This design comes from an exercise in tuning for small area, a short achievable clock period and few clock cycles on the open sky130 flow, not from production work.
Function was checked by simulation only, so behaviour that the tests miss may differ from the original.
Power figures rest on the tool's default switching activity, not on a simulated workload.

==> inputs of sierra <==
## audio_mixer
module audio_mixer (
    input  wire        clk,
    input  wire        rst,
    input  wire        bus_req,
    input  wire        bus_we,
    input  wire [1:0]  bus_size,
    input  wire [23:0] bus_addr,
    input  wire [31:0] bus_wdata,
    output wire        bus_ack,
    output wire [31:0] bus_rdata,
    output wire        sink_valid,
    output wire        sink_last,
    output wire [15:0] sink_left,
    output wire [15:0] sink_right
);
==> flow/config.mk <==
export PLATFORM = sky130hd
export DESIGN_NAME = audio_mixer
export DESIGN_NICKNAME = audio_mixer
export VERILOG_FILES = /design/flow/design.v
export SDC_FILE = /design/flow/constraint.sdc
export NUM_CORES = 8
export LEC_CHECK = 0
export CAP_MARGIN = 20
export CORE_MARGIN = 2
export CORE_UTILIZATION = 55
export SLEW_MARGIN = 20
==> flow/constraint.sdc <==
create_clock -name core_clock -period 12.0 [get_ports {clk}]
set_input_delay 2.4000 -clock core_clock [delete_from_list [all_inputs] [get_ports {clk}]]
set_output_delay 2.4000 -clock core_clock [all_outputs]
set_load 0.01 [all_outputs]
standard.sh (not shown) runs the stock make flow with config.mk's settings and CLKGATE_MAP_FILE= SYNTH_SCRIPT=/design/flow/synth_recipe.tcl, a recipe that flattens the netlist after the stock synthesis.
==> flow/flow/run.sh <==
#!/bin/bash
# Layout flow: the standard layout (standard.sh: ORFS with the standard flow's
# config.mk, constraints and synthesis), with two settings changed on the
# make command line:
#  - the port buffers are sky130_fd_sc_hd__buf_4 instead of the cell that
#    buffer_ports picks by default (a slow delay buffer);
set -euo pipefail
bash standard.sh \
  SETUP_SLACK_MARGIN=6.5 \
  "BUFFER_PORTS_ARGS=-buffer_cell sky130_fd_sc_hd__buf_4" \
  finish > flow_make.log 2>&1
==> inputs of raven, as changes to sierra <==
--- a/flow/design.v
+++ b/flow/design.v
@@ -257,10 +257,22 @@
         sright_r <= l1;
         rdata_r  <= (rd_go || rd2) ? rdata_c : 32'd0;
         mp_r     <= ix[2:0];
         rq_r     <= pos;
     end
+    reg [31:0] dc_all1;
+    integer d;
+    always @(*) begin
+        dc_all1[0] = 1'b1;
+        for (d = 1; d < 32; d = d + 1)
+            dc_all1[d] = dc_all1[d-1] & drain_count[d-1];
+    end
+    wire dc_inc = start && pushing;
+    always @(posedge clk)
+        for (d = 0; d < 32; d = d + 1)
+            if (rst || (dc_inc && dc_all1[d]))
+                drain_count[d] <= ~drain_count[d] & ~rst;
     always @(posedge clk) begin
         if (rst) begin
             enabled     <= 1'b0;
             paused      <= 1'b0;
             bufs_valid  <= 1'b0;
@@ -272,11 +284,10 @@
             aux_len     <= 4'd1;
             aux_pos     <= 3'd0;
             ap1         <= 3'd0;
             fault       <= 1'b0;
             fault_code  <= 4'd0;
-            drain_count <= 32'd0;
             busy        <= 1'b0;
             ack_r       <= 1'b0;
             proc_r      <= 1'b0;
             ix          <= 4'd0;
             rd2         <= 1'b0;
@@ -382,11 +393,10 @@
                 bufs_valid <= 1'b1;
                 cinit      <= 1'b1;
                 rh         <= 5'd0;
             end
             if (start && pushing) begin
-                drain_count <= drain_count + 32'd1;
                 rh <= ({1'b0, rh} + {1'b0, n} > 6'd20) ? rh + n - 5'd20 : rh + n;
             end
             if (proc) begin
                 if (mixing && v1) begin
                     aux_pos <= p2;
CTS_CLUSTER_DIAMETER = 90   (was not set)
CTS_CLUSTER_SIZE = 24   (was not set)
==> inputs of willow, as changes to sierra <==
--- a/flow/design.v
+++ b/flow/design.v
@@ -39,17 +39,19 @@
     reg  [4:0] n_r;               
     reg  [4:0] rp;                
     reg        rd2;               
     reg        rd_pcm, rd_syn, rd_mix, rd_aux;
     reg [31:0] rdata_r;
+    reg        rok_r;             
     reg [15:0] sleft_r, sright_r;
     reg        sv_r, sl_r;
     reg        mw_r;              
     reg  [2:0] mp_r;
     reg        rw0_r, rw1_r;      
     reg  [4:0] rq_r;
     reg        clr_r;             
+    reg        upd_r;             
     wire cfg_stale = enabled & ~bufs_valid;
     wire active    = enabled & ~paused;
     reg  [4:0] mixlen;
     reg  [3:0] frames;
     reg  [7:0] fps_val;
@@ -125,15 +127,19 @@
             4'hA:    reg_w = drain_count;
             default: reg_w = 32'd0;
         endcase
     end
     wire [31:0] word0 = in_regs ? reg_w : (bufs_valid ? ring_w : 32'd0);
-    wire [31:0] word1 = ({32{rd_pcm}} & pcm_w) |
-                        ({32{rd_syn}} & syn_w) |
-                        ({32{rd_mix}} & mix_w) |
-                        ({32{rd_aux}} & {aux_r1, aux_r0});
-    wire [31:0] word  = rd2 ? word1 : word0;
+    wire        hit2  = rd_go && (in_pcm || in_syn || in_mix) && a[4:2] == ix[2:0];
+    wire        s_pcm = rd2 ? rd_pcm : in_pcm;
+    wire        s_syn = rd2 ? rd_syn : in_syn;
+    wire        s_mix = rd2 ? rd_mix : (in_mix && bufs_valid && {1'b0, a[4:2]} < frames);
+    wire [31:0] word1 = ({32{s_pcm}} & pcm_w) |
+                        ({32{s_syn}} & syn_w) |
+                        ({32{s_mix}} & mix_w) |
+                        ({32{rd2 && rd_aux}} & {aux_r1, aux_r0});
+    wire [31:0] word  = (rd2 || hit2) ? word1 : word0;
     reg [31:0] rdata_c;
     always @(*) begin
         rdata_c = 32'd0;
         if (bus_size == 2'd2)
             rdata_c = word;
@@ -152,14 +158,15 @@
     assign wa[7:0]   = wd[7:0];
     assign wa[15:8]  = (bus_size == 2'd0) ? wd[7:0] : wd[15:8];
     assign wa[23:16] = (bus_size == 2'd2) ? wd[23:16] : wd[7:0];
     assign wa[31:24] = (bus_size == 2'd2) ? wd[31:24] :
                        (bus_size == 2'd1) ? wd[15:8] : wd[7:0];
-    wire wr_data = idle_req && fast && acc_ok;
-    wire wr_pcm  = wr_data && in_pcm;
-    wire wr_syn  = wr_data && in_syn;
-    wire wr_aux  = wr_data && in_aux;
+    wire sz_ok   = bus_size != 2'd3 && aligned;
+    wire wr_win  = idle_req && bus_we && sz_ok && a[15:5] == 11'd0 && a[23:18] == 6'd0;
+    wire wr_pcm  = wr_win && a[17:16] == 2'b01;
+    wire wr_syn  = wr_win && a[17:16] == 2'b10;
+    wire wr_aux  = idle_req && bus_we && sz_ok && a[23] && a[22:4] == 19'd0;
     function covers;
         input [4:0] b;
         input [4:0] ad;
         input [1:0] sz;
         begin
@@ -193,18 +200,19 @@
                 cmd_fault = F_STALE;
             else if (too_long)
                 cmd_fault = F_TOOLONG;
         end
     end
-    wire cmd_in = idle_req && bus_we && acc_ok && in_regs && a[5:2] == 4'h0 && !fault;
+    wire cmd_in = idle_req && bus_we && bus_size == 2'd2 && a == 24'd0 && !fault;
     wire cmd_go = cmd_in && cmd_fault == 4'd0;
     wire start  = cmd_go && stream && active;
     wire reset_bufs = cmd_go && ((op == 8'h01) || (enabled && (op == 8'h04 || op == 8'h06)));
     wire        mixing  = proc_r ? k_mix  : op[0];       
     wire        pushing = proc_r ? k_push : op[3];       
     wire [4:0]  n       = wd[12:8];
-    wire        proc    = start || proc_r;
+    wire        go_now  = start && ix == 4'd0;
+    wire        proc    = go_now || proc_r;
     wire [4:0]  i0      = {1'b0, ix[2:0], 1'b0};
     wire        v0      = proc_r ? (i0 < n_r) : (n != 5'd0);
     wire        v1      = proc_r ? (i0 + 5'd1 < n_r) : (n > 5'd1);
     wire [15:0] aux0 = aux_empty ? 16'd0 : aux_r0;
     wire [15:0] aux1 = aux_empty ? 16'd0 : aux_r1;
@@ -220,47 +228,63 @@
                 clip3 = {s[17], {15{~s[17]}}};
         end
     endfunction
     wire [15:0] c0 = clip3(aux0, pcm_w[15:0], syn_w[15:0]);
     wire [15:0] c1 = clip3(aux1, pcm_w[31:16], syn_w[31:16]);
-    wire [15:0] l0 = reset_bufs ? 16'd0 : (mixing && v0) ? c0 : mix_w[15:0];
-    wire [15:0] l1 = reset_bufs ? 16'd0 : (mixing && v1) ? c1 : mix_w[31:16];
+    wire [15:0] l0 = (mixing && v0) ? c0 : mix_w[15:0];
+    wire [15:0] l1 = (mixing && v1) ? c1 : mix_w[31:16];
     wire [4:0]  pos  = proc_r ? rp : wbase;
     wire [4:0]  pos2 = (pos >= 5'd18) ? pos - 5'd18 : pos + 5'd2;
     wire [4:0]  nn     = proc_r ? n_r : n;
     wire [3:0]  npairs = pushing ? frames : ((nn + 5'd1) >> 1);
     wire        last   = (ix + 4'd1 >= npairs);
     wire [2:0] p2 = ({1'b0, ap1} + 4'd1 == aux_len) ? 3'd0 : ap1 + 3'd1;
     wire [2:0] p3 = ({1'b0, p2} + 4'd1 == aux_len) ? 3'd0 : p2 + 3'd1;
     assign bus_ack    = ack_r || fast;
-    assign bus_rdata  = rdata_r;
+    assign bus_rdata  = rdata_r & {32{rok_r}};
     assign sink_valid = sv_r;
     assign sink_last  = sl_r;
     assign sink_left  = sleft_r;
     assign sink_right = sright_r;
-    wire [15:0] xe = rq_r[0] ? sright_r : sleft_r;      
-    wire [15:0] xo = rq_r[0] ? sleft_r : sright_r;      
+    wire [15:0] wl = sleft_r & {16{~clr_r}};
+    wire [15:0] wr = sright_r & {16{~clr_r}};
+    wire [15:0] xe = rq_r[0] ? wr : wl;      
+    wire [15:0] xo = rq_r[0] ? wl : wr;      
     integer k;
     always @(posedge clk) begin
         for (k = 0; k < 32; k = k + 1) begin
             if (wr_pcm && covers(k[4:0], a[4:0], bus_size)) pcm_b[k] <= wa[8*(k%4) +: 8];
             if (wr_syn && covers(k[4:0], a[4:0], bus_size)) syn_b[k] <= wa[8*(k%4) +: 8];
         end
         for (k = 0; k < 16; k = k + 1)
             if (wr_aux && covers(k[4:0], {1'b0, a[3:0]}, bus_size)) aux_b[k] <= wa[8*(k%4) +: 8];
         for (k = 0; k < 16; k = k + 1)
             if (clr_r || (mw_r && k / 2 == mp_r))
-                mixe[k] <= (k % 2 == 0) ? sleft_r : sright_r;
+                mixe[k] <= (k % 2 == 0) ? wl : wr;
         for (k = 0; k < 20; k = k + 1)
             if (clr_r || (rw0_r && rq_r == k) || (rw1_r && rq_r == (k + 19) % 20))
                 ringe[k] <= (k % 2 == 0) ? xe : xo;
         sleft_r  <= l0;
         sright_r <= l1;
-        rdata_r  <= (rd_go || rd2) ? rdata_c : 32'd0;
+        rdata_r  <= rdata_c;
+        if (idle_req)
+            rok_r <= acc_ok;
         mp_r     <= ix[2:0];
         rq_r     <= pos;
     end
+    reg [31:0] dc_all1;
+    integer d;
+    always @(*) begin
+        dc_all1[0] = 1'b1;
+        for (d = 1; d < 32; d = d + 1)
+            dc_all1[d] = dc_all1[d-1] & drain_count[d-1];
+    end
+    wire dc_inc = upd_r;
+    always @(posedge clk)
+        for (d = 0; d < 32; d = d + 1)
+            if (rst || (dc_inc && dc_all1[d]))
+                drain_count[d] <= ~drain_count[d] & ~rst;
     always @(posedge clk) begin
         if (rst) begin
             enabled     <= 1'b0;
             paused      <= 1'b0;
             bufs_valid  <= 1'b0;
@@ -272,11 +296,10 @@
             aux_len     <= 4'd1;
             aux_pos     <= 3'd0;
             ap1         <= 3'd0;
             fault       <= 1'b0;
             fault_code  <= 4'd0;
-            drain_count <= 32'd0;
             busy        <= 1'b0;
             ack_r       <= 1'b0;
             proc_r      <= 1'b0;
             ix          <= 4'd0;
             rd2         <= 1'b0;
@@ -288,25 +311,27 @@
             sl_r        <= 1'b0;
             mw_r        <= 1'b0;
             rw0_r       <= 1'b0;
             rw1_r       <= 1'b0;
             clr_r       <= 1'b0;
+            upd_r       <= 1'b0;
         end else begin
             sv_r  <= proc && pushing;
             sl_r  <= proc && pushing && last;
             mw_r  <= proc;
             rw0_r <= proc && pushing && v0;
             rw1_r <= proc && pushing && v1;
             clr_r <= reset_bufs;
+            upd_r <= start && op[3];
             if (busy) begin
                 if (ack_r) begin
                     busy  <= 1'b0;
                     ack_r <= 1'b0;
                 end
                 if (rd2) begin
                     ack_r  <= 1'b1;
-                    ix     <= 4'd0;
+                    ix     <= {1'b0, ix[2:0] + 3'd1};
                     rd2    <= 1'b0;
                     rd_pcm <= 1'b0;
                     rd_syn <= 1'b0;
                     rd_mix <= 1'b0;
                     rd_aux <= 1'b0;
@@ -360,13 +385,20 @@
                     fault      <= 1'b1;
                     fault_code <= cmd_fault;
                 end
                 if (!fast) begin
                     busy  <= 1'b1;
-                    ack_r <= !start && !(rd_go && rd_win);
+                    ack_r <= !start && !(rd_go && rd_win && !hit2);
+                end
+                if (hit2)
+                    ix <= {1'b0, a[4:2] + 3'd1};
+                if (start && !go_now) begin
+                    ix     <= 4'd0;
+                    proc_r <= 1'b1;
+                    rp     <= wbase;
                 end
-                if (rd_go && rd_win) begin
+                if (rd_go && rd_win && !hit2) begin
                     ix     <= {1'b0, a[4:2]};
                     rd2    <= 1'b1;
                     rd_pcm <= in_pcm;
                     rd_syn <= in_syn;
                     rd_mix <= in_mix && bufs_valid && {1'b0, a[4:2]} < frames;
@@ -381,13 +413,12 @@
             if (reset_bufs) begin
                 bufs_valid <= 1'b1;
                 cinit      <= 1'b1;
                 rh         <= 5'd0;
             end
-            if (start && pushing) begin
-                drain_count <= drain_count + 32'd1;
-                rh <= ({1'b0, rh} + {1'b0, n} > 6'd20) ? rh + n - 5'd20 : rh + n;
+            if (upd_r) begin
+                rh <= ({1'b0, rh} + {1'b0, n_r} > 6'd20) ? rh + n_r - 5'd20 : rh + n_r;
             end
             if (proc) begin
                 if (mixing && v1) begin
                     aux_pos <= p2;
                     ap1     <= p3;
CAP_MARGIN = 5   (was 20)
CTS_CLUSTER_DIAMETER = 90   (was not set)
CTS_CLUSTER_SIZE = 24   (was not set)
SLEW_MARGIN = 5   (was 20)
==> inputs of violet, as changes to sierra <==
--- a/flow/design.v
+++ b/flow/design.v
@@ -38,18 +38,21 @@
     reg        k_mix, k_push;     
     reg  [4:0] n_r;               
     reg  [4:0] rp;                
     reg        rd2;               
     reg        rd_pcm, rd_syn, rd_mix, rd_aux;
-    reg [31:0] rdata_r;
-    reg [15:0] sleft_r, sright_r;
+    reg        rok_r;             
+    reg [31:0] zr;
+    wire [15:0] sleft_r  = zr[15:0];
+    wire [15:0] sright_r = zr[31:16];
     reg        sv_r, sl_r;
     reg        mw_r;              
     reg  [2:0] mp_r;
     reg        rw0_r, rw1_r;      
     reg  [4:0] rq_r;
     reg        clr_r;             
+    reg        upd_r;             
     wire cfg_stale = enabled & ~bufs_valid;
     wire active    = enabled & ~paused;
     reg  [4:0] mixlen;
     reg  [3:0] frames;
     reg  [7:0] fps_val;
@@ -125,15 +128,19 @@
             4'hA:    reg_w = drain_count;
             default: reg_w = 32'd0;
         endcase
     end
     wire [31:0] word0 = in_regs ? reg_w : (bufs_valid ? ring_w : 32'd0);
-    wire [31:0] word1 = ({32{rd_pcm}} & pcm_w) |
-                        ({32{rd_syn}} & syn_w) |
-                        ({32{rd_mix}} & mix_w) |
-                        ({32{rd_aux}} & {aux_r1, aux_r0});
-    wire [31:0] word  = rd2 ? word1 : word0;
+    wire        hit2  = rd_go && (in_pcm || in_syn || in_mix) && a[4:2] == ix[2:0];
+    wire        s_pcm = rd2 ? rd_pcm : in_pcm;
+    wire        s_syn = rd2 ? rd_syn : in_syn;
+    wire        s_mix = rd2 ? rd_mix : (in_mix && bufs_valid && {1'b0, a[4:2]} < frames);
+    wire [31:0] word1 = ({32{s_pcm}} & pcm_w) |
+                        ({32{s_syn}} & syn_w) |
+                        ({32{s_mix}} & mix_w) |
+                        ({32{rd2 && rd_aux}} & {aux_r1, aux_r0});
+    wire [31:0] word  = (rd2 || hit2) ? word1 : word0;
     reg [31:0] rdata_c;
     always @(*) begin
         rdata_c = 32'd0;
         if (bus_size == 2'd2)
             rdata_c = word;
@@ -152,14 +159,15 @@
     assign wa[7:0]   = wd[7:0];
     assign wa[15:8]  = (bus_size == 2'd0) ? wd[7:0] : wd[15:8];
     assign wa[23:16] = (bus_size == 2'd2) ? wd[23:16] : wd[7:0];
     assign wa[31:24] = (bus_size == 2'd2) ? wd[31:24] :
                        (bus_size == 2'd1) ? wd[15:8] : wd[7:0];
-    wire wr_data = idle_req && fast && acc_ok;
-    wire wr_pcm  = wr_data && in_pcm;
-    wire wr_syn  = wr_data && in_syn;
-    wire wr_aux  = wr_data && in_aux;
+    wire sz_ok   = bus_size != 2'd3 && aligned;
+    wire wr_win  = idle_req && bus_we && sz_ok && a[15:5] == 11'd0 && a[23:18] == 6'd0;
+    wire wr_pcm  = wr_win && a[17:16] == 2'b01;
+    wire wr_syn  = wr_win && a[17:16] == 2'b10;
+    wire wr_aux  = idle_req && bus_we && sz_ok && a[23] && a[22:4] == 19'd0;
     function covers;
         input [4:0] b;
         input [4:0] ad;
         input [1:0] sz;
         begin
@@ -193,18 +201,19 @@
                 cmd_fault = F_STALE;
             else if (too_long)
                 cmd_fault = F_TOOLONG;
         end
     end
-    wire cmd_in = idle_req && bus_we && acc_ok && in_regs && a[5:2] == 4'h0 && !fault;
+    wire cmd_in = idle_req && bus_we && bus_size == 2'd2 && a == 24'd0 && !fault;
     wire cmd_go = cmd_in && cmd_fault == 4'd0;
     wire start  = cmd_go && stream && active;
     wire reset_bufs = cmd_go && ((op == 8'h01) || (enabled && (op == 8'h04 || op == 8'h06)));
     wire        mixing  = proc_r ? k_mix  : op[0];       
     wire        pushing = proc_r ? k_push : op[3];       
     wire [4:0]  n       = wd[12:8];
-    wire        proc    = start || proc_r;
+    wire        go_now  = start && ix == 4'd0;
+    wire        proc    = go_now || proc_r;
     wire [4:0]  i0      = {1'b0, ix[2:0], 1'b0};
     wire        v0      = proc_r ? (i0 < n_r) : (n != 5'd0);
     wire        v1      = proc_r ? (i0 + 5'd1 < n_r) : (n > 5'd1);
     wire [15:0] aux0 = aux_empty ? 16'd0 : aux_r0;
     wire [15:0] aux1 = aux_empty ? 16'd0 : aux_r1;
@@ -220,47 +229,61 @@
                 clip3 = {s[17], {15{~s[17]}}};
         end
     endfunction
     wire [15:0] c0 = clip3(aux0, pcm_w[15:0], syn_w[15:0]);
     wire [15:0] c1 = clip3(aux1, pcm_w[31:16], syn_w[31:16]);
-    wire [15:0] l0 = reset_bufs ? 16'd0 : (mixing && v0) ? c0 : mix_w[15:0];
-    wire [15:0] l1 = reset_bufs ? 16'd0 : (mixing && v1) ? c1 : mix_w[31:16];
+    wire [15:0] l0 = (mixing && v0) ? c0 : mix_w[15:0];
+    wire [15:0] l1 = (mixing && v1) ? c1 : mix_w[31:16];
     wire [4:0]  pos  = proc_r ? rp : wbase;
     wire [4:0]  pos2 = (pos >= 5'd18) ? pos - 5'd18 : pos + 5'd2;
     wire [4:0]  nn     = proc_r ? n_r : n;
     wire [3:0]  npairs = pushing ? frames : ((nn + 5'd1) >> 1);
     wire        last   = (ix + 4'd1 >= npairs);
     wire [2:0] p2 = ({1'b0, ap1} + 4'd1 == aux_len) ? 3'd0 : ap1 + 3'd1;
     wire [2:0] p3 = ({1'b0, p2} + 4'd1 == aux_len) ? 3'd0 : p2 + 3'd1;
     assign bus_ack    = ack_r || fast;
-    assign bus_rdata  = rdata_r;
+    assign bus_rdata  = zr & {32{rok_r}};
     assign sink_valid = sv_r;
     assign sink_last  = sl_r;
     assign sink_left  = sleft_r;
     assign sink_right = sright_r;
-    wire [15:0] xe = rq_r[0] ? sright_r : sleft_r;      
-    wire [15:0] xo = rq_r[0] ? sleft_r : sright_r;      
+    wire [15:0] wl = sleft_r & {16{~clr_r}};
+    wire [15:0] wr = sright_r & {16{~clr_r}};
+    wire [15:0] xe = rq_r[0] ? wr : wl;      
+    wire [15:0] xo = rq_r[0] ? wl : wr;      
     integer k;
     always @(posedge clk) begin
         for (k = 0; k < 32; k = k + 1) begin
             if (wr_pcm && covers(k[4:0], a[4:0], bus_size)) pcm_b[k] <= wa[8*(k%4) +: 8];
             if (wr_syn && covers(k[4:0], a[4:0], bus_size)) syn_b[k] <= wa[8*(k%4) +: 8];
         end
         for (k = 0; k < 16; k = k + 1)
             if (wr_aux && covers(k[4:0], {1'b0, a[3:0]}, bus_size)) aux_b[k] <= wa[8*(k%4) +: 8];
         for (k = 0; k < 16; k = k + 1)
             if (clr_r || (mw_r && k / 2 == mp_r))
-                mixe[k] <= (k % 2 == 0) ? sleft_r : sright_r;
+                mixe[k] <= (k % 2 == 0) ? wl : wr;
         for (k = 0; k < 20; k = k + 1)
             if (clr_r || (rw0_r && rq_r == k) || (rw1_r && rq_r == (k + 19) % 20))
                 ringe[k] <= (k % 2 == 0) ? xe : xo;
-        sleft_r  <= l0;
-        sright_r <= l1;
-        rdata_r  <= (rd_go || rd2) ? rdata_c : 32'd0;
+        zr <= (busy ? proc_r : bus_we) ? {l1, l0} : rdata_c;
+        if (idle_req)
+            rok_r <= acc_ok;
         mp_r     <= ix[2:0];
         rq_r     <= pos;
     end
+    reg [31:0] dc_all1;
+    integer d;
+    always @(*) begin
+        dc_all1[0] = 1'b1;
+        for (d = 1; d < 32; d = d + 1)
+            dc_all1[d] = dc_all1[d-1] & drain_count[d-1];
+    end
+    wire dc_inc = upd_r;
+    always @(posedge clk)
+        for (d = 0; d < 32; d = d + 1)
+            if (rst || (dc_inc && dc_all1[d]))
+                drain_count[d] <= ~drain_count[d] & ~rst;
     always @(posedge clk) begin
         if (rst) begin
             enabled     <= 1'b0;
             paused      <= 1'b0;
             bufs_valid  <= 1'b0;
@@ -272,11 +295,10 @@
             aux_len     <= 4'd1;
             aux_pos     <= 3'd0;
             ap1         <= 3'd0;
             fault       <= 1'b0;
             fault_code  <= 4'd0;
-            drain_count <= 32'd0;
             busy        <= 1'b0;
             ack_r       <= 1'b0;
             proc_r      <= 1'b0;
             ix          <= 4'd0;
             rd2         <= 1'b0;
@@ -288,25 +310,27 @@
             sl_r        <= 1'b0;
             mw_r        <= 1'b0;
             rw0_r       <= 1'b0;
             rw1_r       <= 1'b0;
             clr_r       <= 1'b0;
+            upd_r       <= 1'b0;
         end else begin
             sv_r  <= proc && pushing;
             sl_r  <= proc && pushing && last;
             mw_r  <= proc;
             rw0_r <= proc && pushing && v0;
             rw1_r <= proc && pushing && v1;
             clr_r <= reset_bufs;
+            upd_r <= start && op[3];
             if (busy) begin
                 if (ack_r) begin
                     busy  <= 1'b0;
                     ack_r <= 1'b0;
                 end
                 if (rd2) begin
                     ack_r  <= 1'b1;
-                    ix     <= 4'd0;
+                    ix     <= {1'b0, ix[2:0] + 3'd1};
                     rd2    <= 1'b0;
                     rd_pcm <= 1'b0;
                     rd_syn <= 1'b0;
                     rd_mix <= 1'b0;
                     rd_aux <= 1'b0;
@@ -360,13 +384,20 @@
                     fault      <= 1'b1;
                     fault_code <= cmd_fault;
                 end
                 if (!fast) begin
                     busy  <= 1'b1;
-                    ack_r <= !start && !(rd_go && rd_win);
+                    ack_r <= !start && !(rd_go && rd_win && !hit2);
+                end
+                if (hit2)
+                    ix <= {1'b0, a[4:2] + 3'd1};
+                if (start && !go_now) begin
+                    ix     <= 4'd0;
+                    proc_r <= 1'b1;
+                    rp     <= wbase;
                 end
-                if (rd_go && rd_win) begin
+                if (rd_go && rd_win && !hit2) begin
                     ix     <= {1'b0, a[4:2]};
                     rd2    <= 1'b1;
                     rd_pcm <= in_pcm;
                     rd_syn <= in_syn;
                     rd_mix <= in_mix && bufs_valid && {1'b0, a[4:2]} < frames;
@@ -381,13 +412,12 @@
             if (reset_bufs) begin
                 bufs_valid <= 1'b1;
                 cinit      <= 1'b1;
                 rh         <= 5'd0;
             end
-            if (start && pushing) begin
-                drain_count <= drain_count + 32'd1;
-                rh <= ({1'b0, rh} + {1'b0, n} > 6'd20) ? rh + n - 5'd20 : rh + n;
+            if (upd_r) begin
+                rh <= ({1'b0, rh} + {1'b0, n_r} > 6'd20) ? rh + n_r - 5'd20 : rh + n_r;
             end
             if (proc) begin
                 if (mixing && v1) begin
                     aux_pos <= p2;
                     ap1     <= p3;
CAP_MARGIN = 5   (was 20)
CTS_CLUSTER_DIAMETER = 90   (was not set)
CTS_CLUSTER_SIZE = 24   (was not set)
SLEW_MARGIN = 5   (was 20)
==> notes.md <==
- Setup crit start: bus_addr[2]
- First-pass GRT wire length: between 200000 and 300000 µm
- Distinct cell type count after synthesis: 86
- Clock network power: between 2 and 3 mW
- Combinational-cell power consumption: between 300 and 400 µW
- Highest fanout seen on the critical path: 40
- Path depth of the worst reg2reg path: 20
- Placement Cell Area: about 60000 µm²
- Buffer share of cell area: 0.0379
- Portion of total power attributed to the clock network: 0.315
- Status: finished clean
- Met2 track demand over resource: 0.551
# the run above: raven

==> notes.md <==
- Portion of total power attributed to the clock network: 0.323
- Placement Cell Area: just over 60000 µm²
- Top library cells by usage in the layout, fill and taps aside: 1261 x sky130_fd_sc_hd__edfxtp_1, 269 x sky130_fd_sc_hd__nor2_1, 259 x sky130_fd_sc_hd__a222oi_1
- Highest fanout seen on the critical path: 3
- Buffer share of cell area: 0.0351
- First-pass GRT wire length: between 200000 and 300000 µm
- Combinational-cell power consumption: between 300 and 400 µW
- Distinct cell type count after synthesis: 95
- Met2 track demand over resource: 0.524
- Layout overhead on the synthesized area: 9.12%
- Multi-input logic cell count: between 2000 and 2500
- Clock network power: 2.69 mW
- Setup crit start: bus_addr[17]
- Path depth of the worst reg2reg path: 18
- Net total in the final layout: 4403
- Status: finished clean
# the run above: willow

==> notes.md <==
- Number of instances in the synthesized netlist: approximately 4000
- Main combinational cell family by area after synthesis: compound AO/OA/AOI/OAI gates
- Path depth of the worst reg2reg path: 18
- Distinct cell type count after synthesis: 94
- Total number of vias: a little over 40000
- Combinational-cell power consumption: roughly 400 µW
- Status: finished clean
- Clock network power: roughly 2.7 mW
- Placement Cell Area: approximately 60000 µm²
- Buffer share of cell area: 0.0437
- Setup crit start: bus_addr[19]
- Avg Cell Area, Syn: approximately 14 µm²
- First-pass GRT wire length: ~280000 µm
- Met2 track demand over resource: 0.574
- Highest fanout seen on the critical path: 12
# the run above: violet

==> notes.md <==
- Met2 track demand over resource: 0.569
- Clock network power: roughly 4.1 mW
- Number of setup violations in the final report: 0
- Highest fanout seen on the critical path: 7
- Portion of total power attributed to the clock network: 0.424
- DRC marker count from the first detailed-route iteration: about 7000
- Grt peak-use layer: met2
- Overflow left after global routing: 0
- Distinct cell type count after synthesis: 92
- Buffer share of cell area: 0.0402
- Status: finished clean
- Setup crit start: ix[1]$_SDFFE_PP0P_
- Most area-consuming cells after synthesis: sky130_fd_sc_hd__edfxtp_1 63%, sky130_fd_sc_hd__dfxtp_1 5.1%, sky130_fd_sc_hd__a222oi_1 4.3%
- Startpoint of the lowest-slack register-to-register path: ix[1]$_SDFFE_PP0P_
- Combinational-cell power consumption: approximately 320 µW
- Placement Cell Area: between 60000 and 70000 µm²
# the run above: sierra

Testbench counts of sierra, summed over its fixed seeds: cycles 20,769.
Testbench counts of raven, summed over its fixed seeds: cycles 20,769.
Testbench counts of willow, summed over its fixed seeds: cycles 20,385.
Testbench counts of violet, summed over its fixed seeds: cycles 20,385.

==> re-timing with driven ports <==
No port has a modelled driver above. Below, the same layouts with a new extraction and two added sets of constraints. Step 1: set_driving_cell puts a clkbuf_16 on clk and a buf_2 on each other input, an assumption about the parent block. Step 2 adds t to the input delays and takes it off the output delays; t is the mean of the earliest and latest rising clock arrival at the registers after step 1. Input paths then give back, and output paths get back, about the clock's delay inside the block. Three values: ideal, step 1, step 2; two values: the first two.
run | t, ns | setup slack, ns | clock arrival spread, ns | pins driven straight from the clock port
sierra | 0.813 | 6.383 / 6.383 / 5.764 | 0.032 / 0.032 | 1
raven | 0.750 | 6.437 / 6.444 / 5.743 | 0.034 / 0.034 | 1
willow | 0.766 | 6.484 / 6.436 / 5.754 | 0.037 / 0.037 | 1
violet | 0.758 | 6.425 / 6.419 / 5.710 | 0.038 / 0.037 | 1
After both steps setup and hold are still met in every run listed. For willow, which loses most, drivers alone change the setup slack by -0.048 ns; drivers and shift together by -0.730 ns.
